This design comes from an exercise in tuning for small area, a short achievable clock period and few clock cycles per item on the open sky130 flow, not from production work.
RTL that was checked went through simulation tests only; none was proved equivalent to the original.
No functional check of the RTL was part of run 1.

==> flow/design.v (outline; a module is shown in full before it is edited, if it fits) <==
// module dec32: 3311 lines
module dec32 (
    input  wire        clk,
    input  wire        rst,
    input  wire        in_valid,
    output wire        in_ready,
    input  wire [31:0] in_value,
    output wire        out_valid,
    input  wire        out_ready,
    output wire [3:0]  out_len,
    output wire [87:0] out_str
);
  // ...
==> flow/flow/run.sh <==
#!/bin/bash
# The standard layout (the standard.sh, standard synthesis included), with
# ORFS's timing repair aimed at a setup slack of 6.85 ns instead of 0 so that
# it works toward a shorter achieved period. The clock period and the SDC are
# unchanged. Every port still gets its own buffer (a buf_2 rather than the
# default pick). standard.sh's full output goes to standard.log.
export SETUP_SLACK_MARGIN=6.85
export BUFFER_PORTS_ARGS="-buffer_cell sky130_fd_sc_hd__buf_2"
bash standard.sh > standard.log 2>&1
==> flow/standard.sh <==
#!/bin/bash
# synth_recipe.tcl (not shown) runs the flow's synth.tcl, then flattens the netlist and writes it again
# the make line also repeats each setting of config.mk as NAME=value (left out here)
make -C /OpenROAD-flow-scripts/flow DESIGN_CONFIG=/design/flow/config.mk WORK_HOME=/design/flow/orfs CLKGATE_MAP_FILE= SYNTH_SCRIPT=/design/flow/synth_recipe.tcl "${@:-finish}"
==> flow/config.mk <==
export PLATFORM = sky130hd
export DESIGN_NAME = dec32
export DESIGN_NICKNAME = dec32
export VERILOG_FILES = /design/flow/design.v
export SDC_FILE = /design/flow/constraint.sdc
export NUM_CORES = 4
export LEC_CHECK = 0
export ABC_AREA = 1
export CAP_MARGIN = 20
export CORE_MARGIN = 2
export CORE_UTILIZATION = 60
export CTS_BUF_LIST = sky130_fd_sc_hd__clkbuf_4 sky130_fd_sc_hd__clkbuf_8
export SLEW_MARGIN = 20
==> flow/constraint.sdc <==
create_clock -name core_clock -period 10.0 [get_ports {clk}]
set_input_delay 2.0000 -clock core_clock [delete_from_list [all_inputs] [get_ports {clk}]]
set_output_delay 2.0000 -clock core_clock [all_outputs]
set_load 0.01 [all_outputs]
==> results_dict.tcl, run 1 <==
set metrics [dict create \
    outcome "complete, no violations" \
    cts_buffer_depth 3 \
    synth_seq_cells 331 \
    ys_seq_area_share_pct 43.82 \
    final_max_slew_viol_count 0 \
    layout.cells.non_filler 3831 \
    fillers 2738 \
    synthMuxAreaShare_pct 1.137 \
    synthXorXnorAreaFrac_pct 1.248 \
    nClkBuffers 74 \
    fin_nets 3372 \
    maxCapViolations 0 \
    crit_buf_inv 4 \
    min_to "r3_m[6]" \
    die_y_um 197.5 \
    period_share_pct 34.90 \
    clkLatencyLatePin_ns 0.66 \
    fin_area_um2 26870 \
    holdWs_ns 0.4132 \
    postCtsSetupBuffers 28 \
    ys_types 56 \
    synth_compound_area_share_pct 13.60 \
    groute.usage.overall_pct 26.00 \
    met1_usage_pct 28.47 \
    cp.depth 22 \
    path_cells "buf_4 -> nand2_1 -> o211ai_1 -> inv_1 -> nor2_1 -> o21ai_1 -> nand2_1 -> nor2_2 -> o21ai_0 -> inv_1 -> nand4_1 -> nor3_2 -> nand2_1 -> inv_2 -> nand2_4 -> nor2_4 -> nand2_2 -> nor2_1 -> nor2_1 -> ha_2 -> ha_4 -> xor2_1" \
    wl_met2_um 29970 \
    place_hpwl_um 36970 \
]
==> run 2, diff against run 1 <==
--- a/flow/design.v
+++ b/flow/design.v
@@ -13,8 +13,10 @@
     wire adv = ~sv;         
-    reg  [31:0] r0_x;
-    reg         r0_v;
-    always @(posedge clk) if (adv) r0_x <= in_value;
+    wire        in_neg = in_value[31];
+    wire [31:0] in_mag = in_neg ? (~in_value + 32'd1) : in_value;
+    reg  [31:0] r0_m;
+    reg         r0_n, r0_v;
+    always @(posedge clk) if (adv) begin r0_m <= in_mag; r0_n <= in_neg; end
     always @(posedge clk) if (rst) r0_v <= 1'b0; else if (adv) r0_v <= in_valid;
-    wire        neg0 = r0_x[31];
-    wire [31:0] mag  = neg0 ? (~r0_x + 32'd1) : r0_x;
+    wire [31:0] mag = r0_m;
+    wire        neg0 = r0_n;
     wire d1_0_0 = mag[31];
@@ -151,13 +153,4 @@
     wire d8_2_0 = a8_1[3];
-    reg [23:0] r1_m;
-    reg [8:0] r1_d;
-    reg r1_n, r1_v;
-    always @(posedge clk) if (adv) begin
-        r1_m <= mag[23:0];
-        r1_d <= {d8_2_0, d8_1_3, d8_1_2, d8_1_1, d8_1_0, d8_0_3, d8_0_2, d8_0_1, d8_0_0};
-        r1_n <= neg0;
-    end
-    always @(posedge clk) if (rst) r1_v <= 1'b0; else if (adv) r1_v <= r0_v;
     reg [3:0] a9_0;
-    always @(*) case ({r1_d[3], r1_d[2], r1_d[1], r1_d[0]})
+    always @(*) case ({d8_0_3, d8_0_2, d8_0_1, d8_0_0})
         4'd0: a9_0 = 4'd0;
@@ -180,3 +173,3 @@
     reg [3:0] a9_1;
-    always @(*) case ({r1_d[7], r1_d[6], r1_d[5], r1_d[4]})
+    always @(*) case ({d8_1_3, d8_1_2, d8_1_1, d8_1_0})
         4'd0: a9_1 = 4'd0;
@@ -198,3 +191,3 @@
     endcase
-    wire d9_0_0 = r1_m[23];
+    wire d9_0_0 = mag[23];
     wire d9_0_1 = a9_0[0];
@@ -207,3 +200,3 @@
     wire d9_2_0 = a9_1[3];
-    wire d9_2_1 = r1_d[8];
+    wire d9_2_1 = d8_2_0;
     reg [3:0] a10_0;
@@ -246,3 +239,3 @@
     endcase
-    wire d10_0_0 = r1_m[22];
+    wire d10_0_0 = mag[22];
     wire d10_0_1 = a10_0[0];
@@ -257,4 +250,13 @@
     wire d10_2_2 = d9_2_1;
+    reg [21:0] r1_m;
+    reg [10:0] r1_d;
+    reg r1_n, r1_v;
+    always @(posedge clk) if (adv) begin
+        r1_m <= mag[21:0];
+        r1_d <= {d10_2_2, d10_2_1, d10_2_0, d10_1_3, d10_1_2, d10_1_1, d10_1_0, d10_0_3, d10_0_2, d10_0_1, d10_0_0};
+        r1_n <= neg0;
+    end
+    always @(posedge clk) if (rst) r1_v <= 1'b0; else if (adv) r1_v <= r0_v;
     reg [3:0] a11_0;
-    always @(*) case ({d10_0_3, d10_0_2, d10_0_1, d10_0_0})
+    always @(*) case ({r1_d[3], r1_d[2], r1_d[1], r1_d[0]})
         4'd0: a11_0 = 4'd0;
@@ -277,3 +279,3 @@
     reg [3:0] a11_1;
-    always @(*) case ({d10_1_3, d10_1_2, d10_1_1, d10_1_0})
+    always @(*) case ({r1_d[7], r1_d[6], r1_d[5], r1_d[4]})
         4'd0: a11_1 = 4'd0;
@@ -296,3 +298,3 @@
     reg [3:0] a11_2;
-    always @(*) case ({1'b0, d10_2_2, d10_2_1, d10_2_0})
+    always @(*) case ({1'b0, r1_d[10], r1_d[9], r1_d[8]})
         4'd0: a11_2 = 4'd0;
@@ -636,13 +638,4 @@
     wire d15_4_0 = a15_3[3];
-    reg [16:0] r2_m;
-    reg [16:0] r2_d;
-    reg r2_n, r2_v;
-    always @(posedge clk) if (adv) begin
-        r2_m <= r1_m[16:0];
-        r2_d <= {d15_4_0, d15_3_3, d15_3_2, d15_3_1, d15_3_0, d15_2_3, d15_2_2, d15_2_1, d15_2_0, d15_1_3, d15_1_2, d15_1_1, d15_1_0, d15_0_3, d15_0_2, d15_0_1, d15_0_0};
-        r2_n <= r1_n;
-    end
-    always @(posedge clk) if (rst) r2_v <= 1'b0; else if (adv) r2_v <= r1_v;
     reg [3:0] a16_0;
-    always @(*) case ({r2_d[3], r2_d[2], r2_d[1], r2_d[0]})
+    always @(*) case ({d15_0_3, d15_0_2, d15_0_1, d15_0_0})
         4'd0: a16_0 = 4'd0;
@@ -665,3 +658,3 @@
     reg [3:0] a16_1;
-    always @(*) case ({r2_d[7], r2_d[6], r2_d[5], r2_d[4]})
+    always @(*) case ({d15_1_3, d15_1_2, d15_1_1, d15_1_0})
         4'd0: a16_1 = 4'd0;
@@ -684,3 +677,3 @@
     reg [3:0] a16_2;
-    always @(*) case ({r2_d[11], r2_d[10], r2_d[9], r2_d[8]})
+    always @(*) case ({d15_2_3, d15_2_2, d15_2_1, d15_2_0})
         4'd0: a16_2 = 4'd0;
@@ -703,3 +696,3 @@
     reg [3:0] a16_3;
-    always @(*) case ({r2_d[15], r2_d[14], r2_d[13], r2_d[12]})
+    always @(*) case ({d15_3_3, d15_3_2, d15_3_1, d15_3_0})
         4'd0: a16_3 = 4'd0;
@@ -721,3 +714,3 @@
     endcase
-    wire d16_0_0 = r2_m[16];
+    wire d16_0_0 = r1_m[16];
     wire d16_0_1 = a16_0[0];
@@ -738,5 +731,14 @@
     wire d16_4_0 = a16_3[3];
-    wire d16_4_1 = r2_d[16];
+    wire d16_4_1 = d15_4_0;
+    reg [15:0] r2_m;
+    reg [17:0] r2_d;
+    reg r2_n, r2_v;
+    always @(posedge clk) if (adv) begin
+        r2_m <= r1_m[15:0];
+        r2_d <= {d16_4_1, d16_4_0, d16_3_3, d16_3_2, d16_3_1, d16_3_0, d16_2_3, d16_2_2, d16_2_1, d16_2_0, d16_1_3, d16_1_2, d16_1_1, d16_1_0, d16_0_3, d16_0_2, d16_0_1, d16_0_0};
+        r2_n <= r1_n;
+    end
+    always @(posedge clk) if (rst) r2_v <= 1'b0; else if (adv) r2_v <= r1_v;
     reg [3:0] a17_0;
-    always @(*) case ({d16_0_3, d16_0_2, d16_0_1, d16_0_0})
+    always @(*) case ({r2_d[3], r2_d[2], r2_d[1], r2_d[0]})
         4'd0: a17_0 = 4'd0;
@@ -759,3 +761,3 @@
     reg [3:0] a17_1;
-    always @(*) case ({d16_1_3, d16_1_2, d16_1_1, d16_1_0})
+    always @(*) case ({r2_d[7], r2_d[6], r2_d[5], r2_d[4]})
         4'd0: a17_1 = 4'd0;
@@ -778,3 +780,3 @@
     reg [3:0] a17_2;
-    always @(*) case ({d16_2_3, d16_2_2, d16_2_1, d16_2_0})
+    always @(*) case ({r2_d[11], r2_d[10], r2_d[9], r2_d[8]})
         4'd0: a17_2 = 4'd0;
@@ -797,3 +799,3 @@
     reg [3:0] a17_3;
-    always @(*) case ({d16_3_3, d16_3_2, d16_3_1, d16_3_0})
+    always @(*) case ({r2_d[15], r2_d[14], r2_d[13], r2_d[12]})
         4'd0: a17_3 = 4'd0;
@@ -832,4 +834,4 @@
     wire d17_4_0 = a17_3[3];
-    wire d17_4_1 = d16_4_0;
-    wire d17_4_2 = d16_4_1;
+    wire d17_4_1 = r2_d[16];
+    wire d17_4_2 = r2_d[17];
     reg [3:0] a18_0;
@@ -2430,4 +2432,13 @@
     wire d28_8_0 = a28_7[3];
+    reg [3:0] r4_m;
+    reg [32:0] r4_d;
+    reg r4_n, r4_v;
+    always @(posedge clk) if (adv) begin
+        r4_m <= r3_m[3:0];
+        r4_d <= {d28_8_0, d28_7_3, d28_7_2, d28_7_1, d28_7_0, d28_6_3, d28_6_2, d28_6_1, d28_6_0, d28_5_3, d28_5_2, d28_5_1, d28_5_0, d28_4_3, d28_4_2, d28_4_1, d28_4_0, d28_3_3, d28_3_2, d28_3_1, d28_3_0, d28_2_3, d28_2_2, d28_2_1, d28_2_0, d28_1_3, d28_1_2, d28_1_1, d28_1_0, d28_0_3, d28_0_2, d28_0_1, d28_0_0};
+        r4_n <= r3_n;
+    end
+    always @(posedge clk) if (rst) r4_v <= 1'b0; else if (adv) r4_v <= r3_v;
     reg [3:0] a29_0;
-    always @(*) case ({d28_0_3, d28_0_2, d28_0_1, d28_0_0})
+    always @(*) case ({r4_d[3], r4_d[2], r4_d[1], r4_d[0]})
         4'd0: a29_0 = 4'd0;
@@ -2450,3 +2461,3 @@
     reg [3:0] a29_1;
-    always @(*) case ({d28_1_3, d28_1_2, d28_1_1, d28_1_0})
+    always @(*) case ({r4_d[7], r4_d[6], r4_d[5], r4_d[4]})
         4'd0: a29_1 = 4'd0;
@@ -2469,3 +2480,3 @@
     reg [3:0] a29_2;
-    always @(*) case ({d28_2_3, d28_2_2, d28_2_1, d28_2_0})
+    always @(*) case ({r4_d[11], r4_d[10], r4_d[9], r4_d[8]})
         4'd0: a29_2 = 4'd0;
@@ -2488,3 +2499,3 @@
     reg [3:0] a29_3;
-    always @(*) case ({d28_3_3, d28_3_2, d28_3_1, d28_3_0})
+    always @(*) case ({r4_d[15], r4_d[14], r4_d[13], r4_d[12]})
         4'd0: a29_3 = 4'd0;
@@ -2507,3 +2518,3 @@
     reg [3:0] a29_4;
-    always @(*) case ({d28_4_3, d28_4_2, d28_4_1, d28_4_0})
+    always @(*) case ({r4_d[19], r4_d[18], r4_d[17], r4_d[16]})
         4'd0: a29_4 = 4'd0;
@@ -2526,3 +2537,3 @@
     reg [3:0] a29_5;
-    always @(*) case ({d28_5_3, d28_5_2, d28_5_1, d28_5_0})
+    always @(*) case ({r4_d[23], r4_d[22], r4_d[21], r4_d[20]})
         4'd0: a29_5 = 4'd0;
@@ -2545,3 +2556,3 @@
     reg [3:0] a29_6;
-    always @(*) case ({d28_6_3, d28_6_2, d28_6_1, d28_6_0})
+    always @(*) case ({r4_d[27], r4_d[26], r4_d[25], r4_d[24]})
         4'd0: a29_6 = 4'd0;
@@ -2564,3 +2575,3 @@
     reg [3:0] a29_7;
-    always @(*) case ({d28_7_3, d28_7_2, d28_7_1, d28_7_0})
+    always @(*) case ({r4_d[31], r4_d[30], r4_d[29], r4_d[28]})
         4'd0: a29_7 = 4'd0;
@@ -2582,3 +2593,3 @@
     endcase
-    wire d29_0_0 = r3_m[3];
+    wire d29_0_0 = r4_m[3];
     wire d29_0_1 = a29_0[0];
@@ -2615,14 +2626,5 @@
     wire d29_8_0 = a29_7[3];
-    wire d29_8_1 = d28_8_0;
-    reg [2:0] r4_m;
-    reg [33:0] r4_d;
-    reg r4_n, r4_v;
-    always @(posedge clk) if (adv) begin
-        r4_m <= r3_m[2:0];
-        r4_d <= {d29_8_1, d29_8_0, d29_7_3, d29_7_2, d29_7_1, d29_7_0, d29_6_3, d29_6_2, d29_6_1, d29_6_0, d29_5_3, d29_5_2, d29_5_1, d29_5_0, d29_4_3, d29_4_2, d29_4_1, d29_4_0, d29_3_3, d29_3_2, d29_3_1, d29_3_0, d29_2_3, d29_2_2, d29_2_1, d29_2_0, d29_1_3, d29_1_2, d29_1_1, d29_1_0, d29_0_3, d29_0_2, d29_0_1, d29_0_0};
-        r4_n <= r3_n;
-    end
-    always @(posedge clk) if (rst) r4_v <= 1'b0; else if (adv) r4_v <= r3_v;
+    wire d29_8_1 = r4_d[32];
     reg [3:0] a30_0;
-    always @(*) case ({r4_d[3], r4_d[2], r4_d[1], r4_d[0]})
+    always @(*) case ({d29_0_3, d29_0_2, d29_0_1, d29_0_0})
         4'd0: a30_0 = 4'd0;
@@ -2645,3 +2647,3 @@
     reg [3:0] a30_1;
-    always @(*) case ({r4_d[7], r4_d[6], r4_d[5], r4_d[4]})
+    always @(*) case ({d29_1_3, d29_1_2, d29_1_1, d29_1_0})
         4'd0: a30_1 = 4'd0;
@@ -2664,3 +2666,3 @@
     reg [3:0] a30_2;
-    always @(*) case ({r4_d[11], r4_d[10], r4_d[9], r4_d[8]})
+    always @(*) case ({d29_2_3, d29_2_2, d29_2_1, d29_2_0})
         4'd0: a30_2 = 4'd0;
@@ -2683,3 +2685,3 @@
     reg [3:0] a30_3;
-    always @(*) case ({r4_d[15], r4_d[14], r4_d[13], r4_d[12]})
+    always @(*) case ({d29_3_3, d29_3_2, d29_3_1, d29_3_0})
         4'd0: a30_3 = 4'd0;
@@ -2702,3 +2704,3 @@
     reg [3:0] a30_4;
-    always @(*) case ({r4_d[19], r4_d[18], r4_d[17], r4_d[16]})
+    always @(*) case ({d29_4_3, d29_4_2, d29_4_1, d29_4_0})
         4'd0: a30_4 = 4'd0;
@@ -2721,3 +2723,3 @@
     reg [3:0] a30_5;
-    always @(*) case ({r4_d[23], r4_d[22], r4_d[21], r4_d[20]})
+    always @(*) case ({d29_5_3, d29_5_2, d29_5_1, d29_5_0})
         4'd0: a30_5 = 4'd0;
@@ -2740,3 +2742,3 @@
     reg [3:0] a30_6;
-    always @(*) case ({r4_d[27], r4_d[26], r4_d[25], r4_d[24]})
+    always @(*) case ({d29_6_3, d29_6_2, d29_6_1, d29_6_0})
         4'd0: a30_6 = 4'd0;
@@ -2759,3 +2761,3 @@
     reg [3:0] a30_7;
-    always @(*) case ({r4_d[31], r4_d[30], r4_d[29], r4_d[28]})
+    always @(*) case ({d29_7_3, d29_7_2, d29_7_1, d29_7_0})
         4'd0: a30_7 = 4'd0;
@@ -2810,4 +2812,4 @@
     wire d30_8_0 = a30_7[3];
-    wire d30_8_1 = r4_d[32];
-    wire d30_8_2 = r4_d[33];
+    wire d30_8_1 = d29_8_0;
+    wire d30_8_2 = d29_8_1;
     reg [3:0] a31_0;
==> flow/flow/run.sh (replaced) <==
#!/bin/bash
# The standard layout (the standard.sh, standard synthesis included), with
# ORFS's timing repair aimed at a setup slack of 6.8 ns instead of 0 so that it
# works toward a shorter achieved period. The clock period and the SDC are
# unchanged. standard.sh's full output goes to standard.log.
export SETUP_SLACK_MARGIN=6.8
# every port still gets its own buffer, a buf_2 rather than the default pick
export BUFFER_PORTS_ARGS="-buffer_cell sky130_fd_sc_hd__buf_2"
bash standard.sh > standard.log 2>&1
--- a/flow/config.mk
+++ b/flow/config.mk
@@ -10,4 +10,3 @@
 export CORE_MARGIN = 2
-export CORE_UTILIZATION = 60
-export CTS_BUF_LIST = sky130_fd_sc_hd__clkbuf_4 sky130_fd_sc_hd__clkbuf_8
+export CORE_UTILIZATION = 50
 export SLEW_MARGIN = 20
==> run 2 against run 1 <==
Highest routed layer unchanged. Setup slack improved by 0.021 ns. Final area fell by 4.7%. Die area rose by 20%. Routed wire length fell by 11%. Via count fell by 5.8%. Core utilization fell by 16 points.
==> results_dict.tcl, run 2 <==
set metrics [dict create \
    grt_pass1_wl_um 82020 \
    ys_seq_area_share_pct 43.77 \
    period_share_pct 34.69 \
    drtIter0Drc 896 \
    grt_max_degree 161 \
    synthSimpleGateAreaFrac_pct 31.29 \
    top_regs "o_nib x44, rl_d x38, sk_d x38" \
    layout_commonest_cell "nand2_1" \
    ant_nets 0 \
    hold_buffers 0 \
    cts_sinks 332 \
    synthArstFlopShare_pct 0 \
    die_y_um 216.4 \
    synthesis.instances 3140 \
    cp.required_ns 10.39 \
    hold_path_class "flip-flop to flip-flop" \
    outcome "complete, no violations" \
    diodes 0 \
    synthFlopType "edfxtp_1" \
    synth_seq_cells 332 \
    drive_above_1_share_pct 15.10 \
    multi_input_area_um2 11000 \
    clk_pin_slew_ns 0.06 \
    place_hpwl_um 36280 \
    fin_ws_ns 6.531 \
    fin_nets 3337 \
    cp_max_fo 3 \
    core_area_um2 44410 \
    synthMuxAreaShare_pct 0.9432 \
    first_global_vias 18529 \
    synthAdderAreaFrac_pct 1.054 \
    largest_reg_flops 44 \
    skew_ns 0.01207 \
    fin_setup_tns_ns 0 \
    end_kind "flip-flop" \
    groute.usage.overall_pct 20.79 \
    synth_top_area_cell "edfxtp_1" \
    grt-ovfl-total 0 \
    synthXorXnorAreaFrac_pct 1.321 \
    ys_types 60 \
    clock-root-buffer "clkbuf_16" \
    final_cell_mix "nand2_1 (1,034), inv_1 (421), edfxtp_1 (322)" \
    firstDrtPassIters 5 \
    finalCoreUtilization_pct 57.68 \
    max-slew-margin-rel_pct 34.18 \
    period_minus_slack_ns 3.469 \
    yosysMostFrequentCell "nand2_1" \
    core.rowCount 77 \
    setup_viol 0 \
    synth.area.top_cells "edfxtp_1 (43%), nand2_1 (18%), inv_1 (7.1%), nor2_1 (5.0%), nand3_1 (4.7%)" \
    gp_congestion 0.8744 \
    cts_tree "yes" \
    final_max_slew_viol_count 0 \
    synthesis.area_um2 22550 \
    syn2layout_area_growth_pct 13.59 \
    synthTopCellsByCount "nand2_1 (1,073), inv_1 (427), edfxtp_1 (322)" \
    hold_violations 0 \
    rsz0062_at_grt "true" \
    yosysTopAreaCellShare_pct 42.88 \
    ys.warnings.count 1 \
    antenna_found_initial 0 \
    slowest_stage "or3_4" \
    port_buffers 106 \
    cts_buffer_depth 3 \
    totalWireLength_um 49120 \
    cts_made_buffers 38 \
    path_cells "buf_8 -> nor3_4 -> nand4_1 -> nor2_2 -> nand2_2 -> nor3_2 -> nand2_1 -> or3_4 -> nor3_4 -> nand2_2 -> o21ai_2 -> xor2_1" \
    synth_compound_area_share_pct 11.58 \
    synth_top_family_by_area "simple AND/OR/NAND/NOR gates" \
    regArea_um2 9877 \
    crit_buf_inv 1 \
    worstSetupStartpointType "input port" \
    ioPinCount 130 \
    route.detailed.drc 0 \
    post_drt_via_cell_ratio 5.031 \
    tightest_slew_ns 0.9874 \
    syn_area_per_cell_um2 7.182 \
    crit_type "input port to flip-flop" \
    clkLatencyLatePin_ns 0.56 \
    start_util_pct 50.77 \
    htreeDepth 2 \
    fillers 4069 \
    pre_cts_ws_ns 5.691 \
    maxCapViolations 0 \
    crit_arrival_ns 3.86 \
    max_freq_ghz 0.2883 \
    max_flop_register "o_nib" \
    vias 19635 \
    die_w_um 216.4 \
    max_stage_delay_ns 0.35 \
    cp_top_family "simple AND/OR/NAND/NOR gates" \
    synth_edf_count 322 \
    dieArea_um2 46820 \
    avgRoutedWirePerCell_um 12.59 \
]
==> run 2: cell count changes after synthesis, moves of 14 or more <==
cell	change
nand2_1	+131
nor2_1	-46
nand3_1	+41
o21ai_0	-34
inv_2	+31
a21oi_1	-28
inv_1	-28
o21ai_2	-14
==> run 2: area by class of cell <==
class / instances / share of cell area (%)
multi-input combinational: 2262 / 42.92
timing repair buffer: 151 / 3.605
inverter: 497 / 7.420
clock buffer: 46 / 3.912
tap: 592 / 2.892
clock inverter: 23 / 0.6887
sequential: 332 / 38.56
==> run 2: final timing paths <==
kind	start	end	slack (ns)	cells past startpoint
min reg2reg	r0_n	r1_n	0.41	0
max	in_value[1]	r0_m[29]	6.53	12
min	r0_n	r1_n	0.41	0
max reg2reg	r4_d[12]	rl_s[2]	6.84	23
==> run 2: cell families (layout without fill, tap and decap cells) <==
family	count (synthesis)	after routing
compound gates	450	450
mux	21	21
other cells	2	23
flops	332	332
xor+xnor	34	34
simple gates	1715	1715
fa+ha+maj	19	19
buf+inv	567	717
==> run 2: per-stage QoR <==
| step | hold slack, ns | instance area, um^2 | instances |
|---|---|---|---|
| floorplan | 0.4003 | 22690 | 3161 |
| global placement | 0.4005 | 23670 | 3798 |
| detailed placement | 0.4045 | 23670 | 3798 |
| CTS | 0.4157 | 25080 | 3879 |
| global route | 0.4207 | 25620 | 3903 |
| finish | 0.4077 | 25620 | 3903 |
==> run 2: repair_timing <==
action	4_1_cts	5_1_grt
endpoints found under the setup margin	68	30
pin swaps	11	49
gates resized for setup	40	104
buffers inserted	12	24
cloned	0	0
==> run 2: worst register-to-register path, delay by kind of cell (launching register included) <==
family                   cells  cell delay (ns)
flip-flops                   1             0.46
buffers and inverters        4             0.29
AND/OR/NAND/NOR             15             1.56
adder cells (fa/ha/maj)      1             0.16
AO/OA/AOI/OAI                3             0.44
==> run 2: routing by layer <==
layer  part of all wire [%]  track usage (%)
met2                     52            39.94
met4                    2.5            6.210
met1                     43            23.70
met3                    2.7            2.933
met5                      0                0
Testbench counts of run 2, summed over its fixed seeds: cycles 2,104, items 2,048.

[static timing again, ports no longer ideal]
The flow's constraints put no driver on any port. The routed layouts listed below were extracted and timed again, unchanged, in two steps. Step 1, drivers: a clkbuf_16 drives clk and a buf_2 each remaining input, both assumed. Step 2 moves the port delays by t, midway between the first and last clock arrival at a register: inputs arrive t later, outputs are due t later. That takes back most of the time a late clock gives input paths. a / b / c = no drivers / after step 1 / after step 2; a / b = the first two.
| run | t (ns) | slack for setup (ns) | hold slack, ns | worst setup path at the end | pins driven straight from the clock port |
|---|---|---|---|---|---|
| run 1 | 0.699 | 6.510 / 6.510 / 6.510 | 0.413 / 0.413 / 0.413 | register to register | 1 |
| run 2 | 0.605 | 6.531 / 6.544 / 5.939 | 0.408 / 0.408 / 0.408 | input to register | 1 |
After both steps setup and hold are still met in every run listed. For run 2, which loses most, drivers alone change the setup slack by +0.013 ns; drivers and shift together by -0.592 ns.
